This design comes from an exercise in tuning for small area, a short achievable clock period and few clock cycles on the open sky130 flow, not from production work. Function was checked by simulation only, so behaviour that the tests miss may differ from the original.

==> flow/design.v, too long to show whole: its modules and the start of the top module <==
// module bn_resp: 52 lines
// module bluenumi_led: 1009 lines
module bluenumi_led (
    input  wire        clk,
    input  wire        rst,           
    input  wire        cmd_valid,
    output wire        cmd_ready,
    input  wire [63:0] cmd_word,
    input  wire [31:0] cmd_now,       
    output wire        rsp_valid,
    output wire [3:0]  rsp_status,
    output wire [31:0] led_level      
);
  // ...
==> flow/flow/run.sh <==
#!/bin/bash
# The standard layout (standard.sh) with two changes:
# - the buffers that buffer_ports puts on every input and output port are
#   sky130_fd_sc_hd__buf_1 cells instead of the tool's default pick
#   (clkdlybuf4s50_1, a delay cell);
# - after the standard synthesis, flow/fa_polarity.py removes inverters around
#   the full-adder cells (a full adder is self-dual, so each one may work on
#   complemented signals); the netlist computes the same function and keeps
#   every register, then the standard flow goes on from it.
# Logs: synth.log and standard.log (make's output), fa_polarity.log, and
# ORFS's own logs under orfs/logs.
set -euo pipefail
ARGS='BUFFER_PORTS_ARGS=-buffer_cell sky130_fd_sc_hd__buf_1'
R=orfs/results/${FLOW_PLATFORM:-sky130hd}/bluenumi_led/base
bash standard.sh "$ARGS" synth > synth.log 2>&1
python3 flow/fa_polarity.py "$R/1_2_yosys.v" > fa_polarity.log 2>&1
rm -f "$R/1_synth.odb" "$R/1_synth.sdc"
bash standard.sh "$ARGS" finish > standard.log 2>&1
==> flow/flow/fa_polarity.py <==
#!/usr/bin/env python3
"""Remove inverters around full-adder cells in a Yosys netlist.

A full adder is self-dual: FA(~a, ~b, ~c) = (~cout, ~sum). Yosys's adder
extraction often leaves inverters between full adders; this script chooses,
for every sky130 fa cell, whether it computes on true or on complemented
signals so that as few inverters as possible are needed, and rewrites the
netlist with that choice. Every other cell keeps the same logical inputs, so
the netlist computes the same function. Registers are not touched.

usage: fa_polarity.py NETLIST.v   (rewrites the file in place)
"""
import random
import re
import sys

OUT_PINS = {"X", "Y", "Q", "Q_N", "SUM", "COUT", "HI", "LO"}
INV_RE = re.compile(r"sky130_fd_sc_hd__(clk)?inv_\d+$")
FA_RE = re.compile(r"sky130_fd_sc_hd__fa_\d+$")

path = sys.argv[1]
text = open(path).read()

mstart = text.index("module ")
mend = text.rindex("endmodule")
body = text[mstart:mend]

# ports
ports = set()
for m in re.finditer(r"^\s*(input|output)\s+(\[[^\]]*\]\s*)?([^;]+);", body, re.M):
    for n in m.group(3).split(","):
        ports.add(n.strip())

def base(net):
    net = net.strip()
    if net.startswith("\\"):
        return net.split(" ")[0][1:].split("[")[0]
    return net.split("[")[0]

cell_re = re.compile(r"^(\s*)(sky130_fd_sc_hd__\w+)\s+(\S+)\s*\((.*?)\);\s*$", re.S | re.M)
cells = []
for m in cell_re.finditer(body):
    pins = []
    for pm in re.finditer(r"\.(\w+)\(([^()]*)\)", m.group(4)):
        pins.append([pm.group(1), pm.group(2).strip()])
    cells.append({"type": m.group(2), "name": m.group(3), "pins": pins,
                  "span": m.span(), "indent": m.group(1)})

assign_rhs = []
for m in re.finditer(r"^\s*assign\s+(.+?)\s*=\s*(.+?);", body, re.M):
    assign_rhs.append(m.group(2).strip())

driver = {}
for ci, c in enumerate(cells):
    for p, n in c["pins"]:
        if p in OUT_PINS:
            driver[n] = (ci, p)

def is_inv(c):
    return bool(INV_RE.match(c["type"]))

def is_fa(c):
    return bool(FA_RE.match(c["type"]))

def root(net):
    """(root net, parity) through inverter chains."""
    par = 0
    seen = 0
    while net in driver and is_inv(cells[driver[net][0]]) and seen < 100:
        c = cells[driver[net][0]]
        net = dict(c["pins"])["A"]
        par ^= 1
        seen += 1
    return net, par

# consumers: (cell index or None, pin index or None, root, parity)
consumers = {}
fixed_roots = set()
for ci, c in enumerate(cells):
    if is_inv(c):
        y = dict(c["pins"])["Y"]
        if base(y) in ports:
            r, _ = root(y)
            fixed_roots.add(r)
        continue
    for pi, (p, n) in enumerate(c["pins"]):
        if p in OUT_PINS:
            continue
        r, par = root(n)
        consumers.setdefault(r, []).append((ci, pi, par))
for n in assign_rhs:
    r, _ = root(n)
    fixed_roots.add(r)
# an inverter output used by anything we do not rewrite keeps its tree as is
inv_outs = {dict(c["pins"])["Y"] for c in cells if is_inv(c)}
for n in assign_rhs:
    if n in inv_outs:
        fixed_roots.add(root(n)[0])

roots = [r for r in consumers if r not in fixed_roots]
fa_cells = [ci for ci, c in enumerate(cells) if is_fa(c)]
fa_out_roots = {}
for ci in fa_cells:
    for p, n in cells[ci]["pins"]:
        if p in OUT_PINS:
            fa_out_roots.setdefault(ci, []).append(n)
# an fa whose output tree is fixed may not flip
frozen = {ci for ci in fa_cells if any(n in fixed_roots or base(n) in ports for n in fa_out_roots[ci])}

def root_cost(r, flip):
    d = driver.get(r)
    avail = flip.get(d[0], 0) if d is not None else 0
    need_inv = False
    for ci, pi, par in consumers[r]:
        q = par ^ (flip.get(ci, 0) if is_fa(cells[ci]) else 0)
        if q != avail:
            need_inv = True
            break
    return 1 if need_inv else 0

def total(flip):
    return sum(root_cost(r, flip) for r in roots)

# roots each fa touches
touch = {ci: set() for ci in fa_cells}
for r in roots:
    d = driver.get(r)
    if d is not None and d[0] in touch:
        touch[d[0]].add(r)
    for ci, pi, par in consumers[r]:
        if ci in touch:
            touch[ci].add(r)

orig_invs = sum(1 for c in cells if is_inv(c))
best = {}
best_cost = total(best)
start_cost = best_cost
rng = random.Random(1)
movable = [ci for ci in fa_cells if ci not in frozen]
for restart in range(30):
    flip = {} if restart == 0 else {ci: rng.randint(0, 1) for ci in movable}
    improved = True
    while improved:
        improved = False
        order = movable[:]
        rng.shuffle(order)
        for ci in order:
            before = sum(root_cost(r, flip) for r in touch[ci])
            flip[ci] = flip.get(ci, 0) ^ 1
            after = sum(root_cost(r, flip) for r in touch[ci])
            if after < before:
                improved = True
            else:
                flip[ci] ^= 1
    cost = total(flip)
    if cost < best_cost:
        best_cost, best = cost, dict(flip)

# inverters outside the rewritten trees stay
keep_inv = set()
rewritten = set(roots)
for ci, c in enumerate(cells):
    if is_inv(c):
        r, _ = root(dict(c["pins"])["Y"])
        if r not in rewritten:
            keep_inv.add(ci)

# the outputs of a flipped fa carry complemented values: give them new names
rename = {}
for ci in fa_cells:
    if best.get(ci, 0):
        for n in fa_out_roots[ci]:
            if n.startswith("\\"):
                rename[n] = n + "_n"
            elif re.match(r"^[A-Za-z_][A-Za-z0-9_$]*$", n):
                rename[n] = n + "n"

def emit(net):
    net = rename.get(net, net)
    # an escaped identifier ends at white space
    return net + " " if net.startswith("\\") else net

# rebuild
new_cells = []
new_wires = []
pin_net = {}
k = 0
for r in roots:
    d = driver.get(r)
    avail = best.get(d[0], 0) if d is not None else 0
    inv_net = None
    for ci, pi, par in consumers[r]:
        q = par ^ (best.get(ci, 0) if is_fa(cells[ci]) else 0)
        if q == avail:
            pin_net[(ci, pi)] = r
        else:
            if inv_net is None:
                k += 1
                inv_net = f"_polinv{k}_"
                new_wires.append(inv_net)
                new_cells.append(f"  sky130_fd_sc_hd__inv_1 _polinv{k}_cell_ (\n    .A({emit(r)}),\n    .Y({inv_net})\n  );\n")
            pin_net[(ci, pi)] = inv_net

out = []
pos = 0
for ci, c in enumerate(cells):
    s, e = c["span"]
    out.append(body[pos:s])
    pos = e
    if is_inv(c) and ci not in keep_inv:
        continue
    pins = []
    for pi, (p, n) in enumerate(c["pins"]):
        pins.append(f"    .{p}({emit(pin_net.get((ci, pi), n))})")
    out.append(f"{c['indent']}{c['type']} {c['name']} (\n" + ",\n".join(pins) + "\n  );")
out.append(body[pos:])
new_body = "".join(out)
decl = "".join(f"  wire {emit(w)};\n" for w in new_wires) + "".join(f"  wire {w}{' ' if w.startswith(chr(92)) else ''};\n" for w in sorted(rename.values()))
new_body = new_body.rstrip() + "\n" + decl + "".join(new_cells)
open(path, "w").write(text[:mstart] + new_body + "\n" + text[mend:])
print(f"fa cells {len(fa_cells)} (frozen {len(frozen)}), flipped {sum(best.values())}; "
      f"inverters {orig_invs} -> {len(keep_inv) + k} (rewritten trees: {start_cost} -> {best_cost})")
==> flow/standard.sh <==
#!/bin/bash
# synth_recipe.tcl (not shown) runs the flow's synth.tcl, then flattens the netlist and writes it again
# the make line also repeats each setting of config.mk as NAME=value (left out here)
make -C /OpenROAD-flow-scripts/flow DESIGN_CONFIG=/design/flow/config.mk WORK_HOME=/design/flow/orfs CLKGATE_MAP_FILE= SYNTH_SCRIPT=/design/flow/synth_recipe.tcl "${@:-finish}"
==> flow/config.mk <==
export PLATFORM = sky130hd
export DESIGN_NAME = bluenumi_led
export DESIGN_NICKNAME = bluenumi_led
export VERILOG_FILES = /design/flow/design.v
export SDC_FILE = /design/flow/constraint.sdc
export NUM_CORES = 4
export LEC_CHECK = 0
export ABC_AREA = 1
export CAP_MARGIN = 20
export CORE_MARGIN = 2
export CORE_UTILIZATION = 45
export PLACE_DENSITY = 0.6
export SLEW_MARGIN = 20
export SYNTH_HIERARCHICAL = 1
export SYNTH_MEMORY_MAX_BITS = 131072
==> flow/constraint.sdc <==
create_clock -name core_clock -period 30.0 [get_ports {clk}]
set_input_delay 6.0000 -clock core_clock [delete_from_list [all_inputs] [get_ports {clk}]]
set_output_delay 6.0000 -clock core_clock [all_outputs]
set_load 0.01 [all_outputs]
==> results_dict.tcl, run 1 <==
set metrics [dict create \
    finClkSkew_ns 0.01204 \
    crit_family "simple AND/OR/NAND/NOR gates" \
    path_buf_inv 4 \
    core_area_um2 15940 \
    avgRoutedWirePerCell_um 16.14 \
    top_usage_layer "met2" \
    clock_sinks 53 \
    h-tree-depth 2 \
    min_path_type "flop to flop" \
    multi_input_comb_area_um2 5555 \
    n_antenna_cell 0 \
    core.rowCount 46 \
    min_to "led_paused" \
    wl_met3_um 1682 \
    regMostFlops "lvl" \
    worst_r2r_endpoint "lvl[0][1]" \
    grt_first_pass_wirelength_um 37320 \
    cp_num_cells 9 \
    run_status "finished clean" \
    finalCoreUtilization_pct 51.60 \
    cts_tree "yes" \
    ant_nets 0 \
    relSlewSlack_pct 27.80 \
    totalWireLength_um 22310 \
    reg2reg_slack_ns 23.52 \
    n_sequential_cell 53 \
    cp-start-kind "input pin" \
    multi_input_area_share_pct 67.53 \
    gp_congestion 0.9487 \
    max_stage_delay_ns 0.18 \
    cts_resized 0 \
    final_common_cell "nand2_1" \
    fmax_ghz 0.07672 \
    worstPathArrival_ns 7.04 \
    largest_registers "lvl: 32 flops, s2_q: 8 flops, a_q: 3 flops" \
    fin_ws_ns 16.97 \
    slew_violations 0 \
]
Testbench counts, summed over its fixed seeds: cycles 37,036.
==> inputs of run 2 (changes only) <==
==> flow/flow/run.sh (replaced) <==
#!/bin/bash
# The standard layout (standard.sh) with these changes:
# - the buffers that buffer_ports puts on every input and output port are
#   sky130_fd_sc_hd__buf_1 cells instead of the tool's default pick
#   (clkdlybuf4s50_1, a delay cell);
# - after the standard synthesis, the netlist's combinational logic is
#   improved without touching any register (same cells, same names):
#   flow/fa_polarity.py removes inverters around the full-adder cells (a full
#   adder is self-dual), then flow/remap.py maps the logic again with ABC
#   (flow/remap.abc, the standard dont_use list in flow/dontuse.txt), keeping
#   flip-flops, adder cells and the logic of the rsp_valid/rsp_status paths as
#   they are. The netlist computes the same function; the standard flow then
#   goes on from it.
# Logs: synth.log, standard.log (make's output), fa_polarity.log, remap.log
# (and the netlist's .remap.log beside it), and ORFS's own logs in orfs/logs.
set -euo pipefail
ARGS='BUFFER_PORTS_ARGS=-buffer_cell sky130_fd_sc_hd__buf_1'
R=orfs/results/${FLOW_PLATFORM:-sky130hd}/bluenumi_led/base
bash standard.sh "$ARGS" synth > synth.log 2>&1
python3 flow/fa_polarity.py "$R/1_2_yosys.v" > fa_polarity.log 2>&1
python3 flow/remap.py "$R/1_2_yosys.v" flow/remap.abc flow/dontuse.txt rsp_valid rsp_status > remap.log 2>&1
rm -f "$R/1_synth.odb" "$R/1_synth.sdc"
bash standard.sh "$ARGS" finish > standard.log 2>&1
==> flow/flow/dontuse.txt (new file) <==
-dont_use sky130_fd_sc_hd__probe_p_8 -dont_use sky130_fd_sc_hd__probec_p_8 -dont_use sky130_fd_sc_hd__lpflow_bleeder_1 -dont_use sky130_fd_sc_hd__lpflow_clkbufkapwr_1 -dont_use sky130_fd_sc_hd__lpflow_clkbufkapwr_16 -dont_use sky130_fd_sc_hd__lpflow_clkbufkapwr_2 -dont_use sky130_fd_sc_hd__lpflow_clkbufkapwr_4 -dont_use sky130_fd_sc_hd__lpflow_clkbufkapwr_8 -dont_use sky130_fd_sc_hd__lpflow_clkinvkapwr_1 -dont_use sky130_fd_sc_hd__lpflow_clkinvkapwr_16 -dont_use sky130_fd_sc_hd__lpflow_clkinvkapwr_2 -dont_use sky130_fd_sc_hd__lpflow_clkinvkapwr_4 -dont_use sky130_fd_sc_hd__lpflow_clkinvkapwr_8 -dont_use sky130_fd_sc_hd__lpflow_decapkapwr_12 -dont_use sky130_fd_sc_hd__lpflow_decapkapwr_3 -dont_use sky130_fd_sc_hd__lpflow_decapkapwr_4 -dont_use sky130_fd_sc_hd__lpflow_decapkapwr_6 -dont_use sky130_fd_sc_hd__lpflow_decapkapwr_8 -dont_use sky130_fd_sc_hd__lpflow_inputiso0n_1 -dont_use sky130_fd_sc_hd__lpflow_inputiso0p_1 -dont_use sky130_fd_sc_hd__lpflow_inputiso1n_1 -dont_use sky130_fd_sc_hd__lpflow_inputiso1p_1 -dont_use sky130_fd_sc_hd__lpflow_inputisolatch_1 -dont_use sky130_fd_sc_hd__lpflow_isobufsrc_1 -dont_use sky130_fd_sc_hd__lpflow_isobufsrc_16 -dont_use sky130_fd_sc_hd__lpflow_isobufsrc_2 -dont_use sky130_fd_sc_hd__lpflow_isobufsrc_4 -dont_use sky130_fd_sc_hd__lpflow_isobufsrc_8 -dont_use sky130_fd_sc_hd__lpflow_isobufsrckapwr_16 -dont_use sky130_fd_sc_hd__lpflow_lsbuf_lh_hl_isowell_tap_1 -dont_use sky130_fd_sc_hd__lpflow_lsbuf_lh_hl_isowell_tap_2 -dont_use sky130_fd_sc_hd__lpflow_lsbuf_lh_hl_isowell_tap_4 -dont_use sky130_fd_sc_hd__lpflow_lsbuf_lh_isowell_4 -dont_use sky130_fd_sc_hd__lpflow_lsbuf_lh_isowell_tap_1 -dont_use sky130_fd_sc_hd__lpflow_lsbuf_lh_isowell_tap_2 -dont_use sky130_fd_sc_hd__lpflow_lsbuf_lh_isowell_tap_4 
==> flow/flow/remap.abc (new file) <==
strash
dch -f
map -a
topo
stime -c
buffer -c
upsize -c
dnsize -c
==> flow/flow/remap.py (new file) <==
#!/usr/bin/env python3
"""Map the combinational logic of a Yosys sky130 netlist again with ABC.

Keeps every flip-flop, full/half adder and tie cell as it is, and keeps the
logic in the fan-in cone of the given output ports (the one-cycle response
paths) as it is; all other combinational cells are mapped again from their
functions with an ABC script, with the same dont_use list as the standard
synthesis. The function of the netlist does not change.

usage: remap.py NETLIST.v ABC_SCRIPT DONT_USE_FILE KEEP_PORT... (rewrites NETLIST.v)
"""
import os
import re
import subprocess
import sys

FLOW_HOME = os.environ.get("FLOW_HOME", "/OpenROAD-flow-scripts/flow")
LIB = os.path.join(FLOW_HOME, "platforms/sky130hd/lib/sky130_fd_sc_hd__tt_025C_1v80.lib")
YOSYS = os.environ.get("YOSYS_EXE") or (
    os.path.join(FLOW_HOME, "../tools/install/yosys/bin/yosys")
    if os.path.exists(os.path.join(FLOW_HOME, "../tools/install/yosys/bin/yosys")) else "yosys")
OUT_PINS = {"X", "Y", "Q", "Q_N", "SUM", "COUT", "HI", "LO"}
SEQ_RE = re.compile(r"sky130_fd_sc_hd__(e?dfx|dfr|dfs|dfb|sdf|edf|dlx|dlr|sdl|dlc|fa_|ha_|conb)")

path, script, dontuse_file = sys.argv[1:4]
keep_ports = sys.argv[4:]
text = open(path).read()
mstart = text.index("module ")
top = re.match(r"module\s+(\S+?)\s*\(", text[mstart:]).group(1)

cell_re = re.compile(r"^\s*(sky130_fd_sc_hd__\w+)\s+(\S+)\s*\((.*?)\);\s*$", re.S | re.M)
cells = []
for m in cell_re.finditer(text):
    pins = [(pm.group(1), pm.group(2).strip()) for pm in re.finditer(r"\.(\w+)\(([^()]*)\)", m.group(3))]
    cells.append((m.group(1), m.group(2), pins))
driver = {}
for ci, (t, n, pins) in enumerate(cells):
    for p, net in pins:
        if p in OUT_PINS:
            driver[net] = ci
assigns = {}
for m in re.finditer(r"^\s*assign\s+(.+?)\s*=\s*(.+?);", text, re.M):
    assigns[m.group(1).strip()] = m.group(2).strip()

def port_bits(name):
    out = []
    for m in re.finditer(r"^\s*output\s+(\[(\d+):(\d+)\]\s*)?(\S+?)\s*;", text, re.M):
        if m.group(4) == name:
            if m.group(1):
                hi, lo = int(m.group(2)), int(m.group(3))
                out += [f"{name}[{i}]" for i in range(min(hi, lo), max(hi, lo) + 1)]
            else:
                out.append(name)
    return out

# fan-in cone of the kept ports, through combinational cells only
keep = set()
stack = []
for p in keep_ports:
    stack += port_bits(p)
seen = set()
while stack:
    net = stack.pop()
    if net in seen:
        continue
    seen.add(net)
    if net in assigns:
        stack.append(assigns[net])
    ci = driver.get(net)
    if ci is None or SEQ_RE.match(cells[ci][0]):
        continue
    keep.add(cells[ci][1])
    for p, n in cells[ci][2]:
        if p not in OUT_PINS:
            stack.append(n)

# kept cells (sequential, adders, tie cells, the cone) become blackbox stubs
stub_pins = {}
for t, n, pins in cells:
    if SEQ_RE.match(t) or n in keep:
        stub_pins.setdefault(t, set()).update(p for p, _ in pins)
body = text
def retype(m):
    t, n = m.group(1), m.group(2)
    if t in stub_pins and (SEQ_RE.match(t) or n in keep):
        return m.group(0).replace(t, "KEEP__" + t, 1)
    return m.group(0)
body = cell_re.sub(retype, body)
stubs = []
for t, ps in sorted(stub_pins.items()):
    decl = ", ".join(("output " if p in OUT_PINS else "input ") + p for p in sorted(ps))
    stubs.append(f"(* blackbox *)\nmodule KEEP__{t}({decl});\nendmodule\n")
dontuse = open(dontuse_file).read().strip()
src = path + ".remap_in.v"
tmp = path + ".remap_out.v"
ys = path + ".remap.ys"
open(src, "w").write("".join(stubs) + body)
with open(ys, "w") as f:
    f.write(f"read_liberty -ignore_miss_func -ignore_miss_dir {LIB}\n")
    f.write(f"read_verilog {src}\n")
    f.write(f"hierarchy -top {top}\n")
    f.write("flatten\nopt_clean\n")
    f.write(f"abc -script {script} -liberty {LIB} {dontuse}\n")
    f.write("opt_clean -purge\n")
    f.write("rename -enumerate -pattern _rm%_\n")
    f.write(f"select -module {top}\n")
    f.write(f"write_verilog -noattr -noexpr -selected {tmp}\n")
r = subprocess.run([YOSYS, "-s", ys], capture_output=True, text=True)
open(path + ".remap.log", "w").write(r.stdout + r.stderr)
if r.returncode != 0:
    sys.stderr.write(r.stdout[-5000:] + r.stderr)
    sys.exit(1)
new = open(tmp).read().replace("KEEP__sky130_fd_sc_hd__", "sky130_fd_sc_hd__")
open(path, "w").write(new)
print(f"kept {len(keep)} cells in the cone of {' '.join(keep_ports)}")
==> results_dict.tcl, run 2 <==
set metrics [dict create \
    run_status "finished clean" \
    min_path_type "flop to flop" \
    setup_violations 0 \
    drv_cap 0 \
    hold_path_depth 2 \
    reg2regPathDepth 51 \
    hold_path_startpoint "lvl[1][6]" \
    finClkSkew_ns 0.007591 \
    min_to "lvl[1][6]" \
    drt_first_pass_iters 5 \
    cts_buffers 5 \
    finalCoreUtilization_pct 51.69 \
    max_stage_delay_ns 0.46 \
    drc 0 \
    gr-usage-all-layers_pct 27.94 \
    critPathRequiredTime_ns 24.00 \
    initial_core_util_pct 45.88 \
    reg2reg_slack_ns 23.06 \
    dieArea_um2 16390 \
    fill_cells 1532 \
    port_buffers 135 \
    cts_setup_buffers 0 \
    cts-hold-fix-buffers 0 \
    worst_hold_slack_ns 0.4866 \
    slew_violations 0 \
    setup_tns_ns 0 \
    syn_area_um2 6923 \
    final_common_cell "nor2_1" \
    yosys_warnings 8 \
    cts_tree "yes" \
    drive_gt1_share_pct 7.699 \
    syn_to_final_growth_pct 12.67 \
    relSlewSlack_pct 28.20 \
    grt_max_degree 27 \
    io_pins 137 \
    worst_r2r_endpoint "lvl[0][2]" \
    root_buffer "clkbuf_16" \
    crit_path_end_kind "output port" \
    crit_fanout 26 \
    core.rowCount 45 \
    grt_pass1_vias 7195 \
    period_needed_ns 13.27 \
    grt_antenna_before_repair 0 \
    fmax_ghz 0.07534 \
    h-tree-depth 2 \
    nNetsFinal 1289 \
    clock_latency_ns 0.30 \
    regArea_um2 1211 \
    worstPathArrival_ns 7.27 \
    pre_cts_ws_ns 16.95 \
    regMostFlops "lvl" \
    drt_iter0_drc 623 \
    avgRoutedWirePerCell_um 16.85 \
    rr_startpoint "s2_q[0]" \
    synth_area_per_cell_um2 7.115 \
    vias 7313 \
    die_height_um 128.0 \
    timing.final.hold_violations 0 \
    min_period_over_period_pct 44.24 \
    fp.dieW_um 128.0 \
    clock_sinks 53 \
    fin_ws_ns 16.73 \
    path_class "flop to output port" \
    largest_register_ffs 32 \
    core_area_um2 15090 \
    multi_input_comb_area_um2 5046 \
    crit_slowest_cell "edfxtp_1" \
    n_antenna_cell 0 \
    gp_congestion 1.005 \
    place_hpwl_um 17570 \
    largest_registers "lvl: 32 flops, s2_q: 8 flops, a_q: 3 flops" \
    ant_nets 0 \
    grt_first_pass_wirelength_um 36240 \
    cp-start-kind "flop" \
    grt_overflow 0 \
    via_per_inst 5.660 \
    clk_pin_slew_ns 0.07 \
    synth_nets 1159 \
    cp_common_cell "inv_2" \
    cts_resized 0 \
    rsz0062_at_grt "false" \
    worstMarginPinSlew_ns 1.073 \
    layout_common_cells "nor2_1 (169), nand2_1 (142), buf_1 (135)" \
    cts_buffer_depth 2 \
    totalWireLength_um 21770 \
    postSynthCellCount 973 \
]
run 2: cell count changes in the layout (fill, tap and decap cells not counted), sizes merged, moves of 14 or more:
cell and change:
a21oi +27, nand2 -155, nor2 +63, nand3 -53, a22oi +22, nor3 +14
run 2: how the worst max path moves through the flow:
stage,startpoint,to,slack [ns],depth (start not counted)
2_1_floorplan,cmd_word[63],rsp_valid,17.25,7
5_1_grt,s2_q[0],led_level[2],15.90,43
3_5_place_dp,cmd_word[56],rsp_valid,16.95,8
4_1_cts,s2_q[0],led_level[2],16.79,51
3_3_place_gp,cmd_word[63],rsp_status[2],16.96,9
6_report,s2_q[0],led_level[2],16.73,51
run 2: metrics by stage:
stage | instances | instance area, um2
6_report | 1292 | 7800
5_1_grt | 1292 | 7800
4_1_cts | 1292 | 7797
3_5_place_dp | 1284 | 7635
3_3_place_gp | 1284 | 7635
2_1_floorplan | 973 | 6923
run 2: layer usage:
metal  vias up  wire (um)  part of all wire (%)  GRT usage, %
met5         -          0                     0             0
met4         0        958                   4.4         12.15
met3        96       1816                   8.3         4.132
met2       407      10130                    47         45.99
met1      3301       8866                    41         36.70
li1       3509          -                     -             -
run 2: cell type report:
| class | instances | share of cell area (%) |
|---|---|---|
| sequential | 53 | 15.53 |
| clock buffer | 7 | 1.973 |
| multi-input combinational | 751 | 64.69 |
| clock inverter | 1 | 0.1123 |
| timing repair buffer | 144 | 7.363 |
| inverter | 148 | 7.315 |
| tap | 188 | 3.016 |
run 2: worst max-delay path, delay by kind of cell (launching register included):
family | cells | cell delay (ns)
buffers and inverters | 16 | 1.50
DFF | 1 | 0.46
and+or+nand+nor | 18 | 2.11
adders and majority gates | 1 | 0.22
AOI/OAI and AO/OA | 16 | 2.64
==> inputs of run 3 (changes only) <==
==> flow/flow/remap.abc (replaced) <==
strash
&get -n
&st
&dch -f
&nf -R 1000
&put
topo
stime -c
buffer -c
upsize -c
dnsize -c
==> results_dict.tcl, run 3 <==
set metrics [dict create \
    run_status "finished clean" \
    nNetsFinal 1150 \
    cts_tree "yes" \
    min_period_over_period_pct 46.19 \
    grt_first_pass_wirelength_um 34470 \
    cts_buffers 5 \
    core_area_um2 14530 \
    root_buffer "clkbuf_16" \
    period_needed_ns 13.86 \
    die_height_um 125.9 \
    drc 0 \
    avgRoutedWirePerCell_um 18.24 \
    hold_path_depth 2 \
    cp_common_cell "o21ai_2" \
    crit_path_end_kind "output port" \
    finClkSkew_ns 0.008657 \
    grt_max_degree 29 \
    crit_slowest_cell "edfxtp_1" \
    place_hpwl_um 16680 \
    fill_cells 1466 \
    gp_congestion 0.9644 \
    fmax_ghz 0.07217 \
    hold_path_startpoint "lvl[1][4]" \
    grt_overflow 0 \
    ant_nets 0 \
    clock_latency_ns 0.30 \
    n_antenna_cell 0 \
    reg2regPathDepth 36 \
    setup_violations 0 \
    relSlewSlack_pct 26.76 \
    initial_core_util_pct 46.01 \
    drt_iter0_drc 740 \
    yosys_warnings 8 \
    min_to "lvl[1][4]" \
    cts_buffer_depth 2 \
    regMostFlops "lvl" \
    cts_resized 0 \
    synth_area_per_cell_um2 7.951 \
    worstPathArrival_ns 7.86 \
    syn_area_um2 6686 \
    slew_violations 0 \
    crit_fanout 28 \
    fin_ws_ns 16.14 \
    setup_tns_ns 0 \
    pre_cts_ws_ns 16.64 \
    drv_cap 0 \
    clock_sinks 53 \
    gr-usage-all-layers_pct 26.71 \
    syn_to_final_growth_pct 13.10 \
    cts-hold-fix-buffers 0 \
    regArea_um2 1211 \
    max_stage_delay_ns 0.51 \
    rr_startpoint "s2_q[0]" \
    dieArea_um2 15850 \
    vias 6920 \
    worstMarginPinSlew_ns 1.093 \
    drt_first_pass_iters 6 \
    cts_setup_buffers 0 \
    multi_input_comb_area_um2 5235 \
    cp-start-kind "flop" \
    final_common_cell "nand2_1" \
    critPathRequiredTime_ns 24.00 \
    h-tree-depth 2 \
    grt_pass1_vias 6928 \
    largest_register_ffs 32 \
    synth_nets 1027 \
    rsz0062_at_grt "false" \
    drive_gt1_share_pct 7.358 \
    timing.final.hold_violations 0 \
    path_class "flop to output port" \
    reg2reg_slack_ns 22.45 \
    via_per_inst 6.023 \
    largest_registers "lvl: 32 flops, s2_q: 8 flops, a_q: 3 flops" \
    layout_common_cells "nand2_1 (138), buf_1 (135), nor2_1 (100)" \
    io_pins 137 \
    min_path_type "flop to flop" \
    core.rowCount 44 \
    worst_r2r_endpoint "lvl[2][2]" \
    port_buffers 135 \
    totalWireLength_um 20960 \
    postSynthCellCount 841 \
    fp.dieW_um 125.9 \
    grt_antenna_before_repair 0 \
    clk_pin_slew_ns 0.08 \
]
[run 3: worst max path at each step]
| stage | start | end | slack (ns) | depth (start not counted) |
|---|---|---|---|---|
| after floorplan | cmd_word[63] | rsp_valid | 17.25 | 7 |
| after global placement | s2_q[0] | led_level[18] | 16.64 | 37 |
| after detailed placement | s2_q[0] | led_level[18] | 16.64 | 37 |
| after CTS | s2_q[0] | led_level[18] | 16.29 | 37 |
| after global routing | s2_q[0] | led_level[18] | 15.63 | 37 |
| final | s2_q[0] | led_level[18] | 16.14 | 37 |
[run 3: routing by layer]
layer  vias to the layer above  track usage, %  part of all wire, %
met3                        82           5.013                  7.8
met1                      3232           35.17                   41
met5                         -               0                    0
met4                         0           11.12                  4.1
li1                       3235               -                    -
met2                       371           43.36                   47
[run 3: worst max-delay path, delay by kind of cell (launching register included)]
family | cells | cell delay, ns
xor+xnor | 3 | 0.69
fa+ha+maj | 1 | 0.24
simple gates | 16 | 2.78
compound gates | 12 | 1.96
mux | 2 | 0.54
buf+inv | 3 | 0.83
flops | 1 | 0.51
[run 3: area by class of cell]
cell class / instances / share of cell area, %
flip-flops and latches: 53 / 16.02
multi-input cells: 720 / 69.23
repair buffers: 147 / 7.892
clock inverters: 3 / 0.3309
well taps: 184 / 3.044
clock buffers: 5 / 1.655
inverters: 37 / 1.837
[run 3: per-stage QoR]
stage / cells / hold slack [ns] / cell area, um2 / util [%]
detailed placement: 1141 / 0.4453 / 7412 / 51.00
global route: 1149 / 0.4917 / 7562 / 52.03
CTS: 1149 / 0.4683 / 7562 / 52.03
finish: 1149 / 0.4672 / 7562 / 52.03
global placement: 1141 / 0.4441 / 7412 / 51.00
floorplan: 841 / 0.4363 / 6686 / -

==> static timing again, ports no longer ideal <==
How much do the figures lean on ideal ports? The routed layouts below were timed once more, with nothing changed but the port constraints.
Step 1 (the two cells are an assumption about what drives the block):
set clk [get_ports {clk}]
set_driving_cell -lib_cell sky130_fd_sc_hd__clkbuf_16 $clk
set_driving_cell -lib_cell sky130_fd_sc_hd__buf_2 [delete_from_list [all_inputs] $clk]
Step 2 moves the port delays by t, midway between the first and last clock arrival at a register: inputs arrive t later, outputs are due t later. That takes back most of the time a late clock gives input paths.
Slacks: no drivers / after step 1 / after step 2; pairs: no drivers / after step 1.
| run | t, ns | slack for setup (ns) | hold WS [ns] | cell pins on the clock port's net |
|---|---|---|---|---|
| run 1 | 0.344 | 16.965 / 16.938 / 16.938 | 0.470 / 0.470 / 0.470 | 1 |
| run 2 | 0.334 | 16.727 / 16.688 / 16.928 | 0.487 / 0.487 / 0.487 | 1 |
| run 3 | 0.337 | 16.143 / 16.103 / 16.440 | 0.467 / 0.467 / 0.467 | 1 |
After both steps setup and hold are still met in every run listed. The setup slack of run 1, which loses most, moves by -0.027 ns with the drivers and by -0.027 ns with both steps.
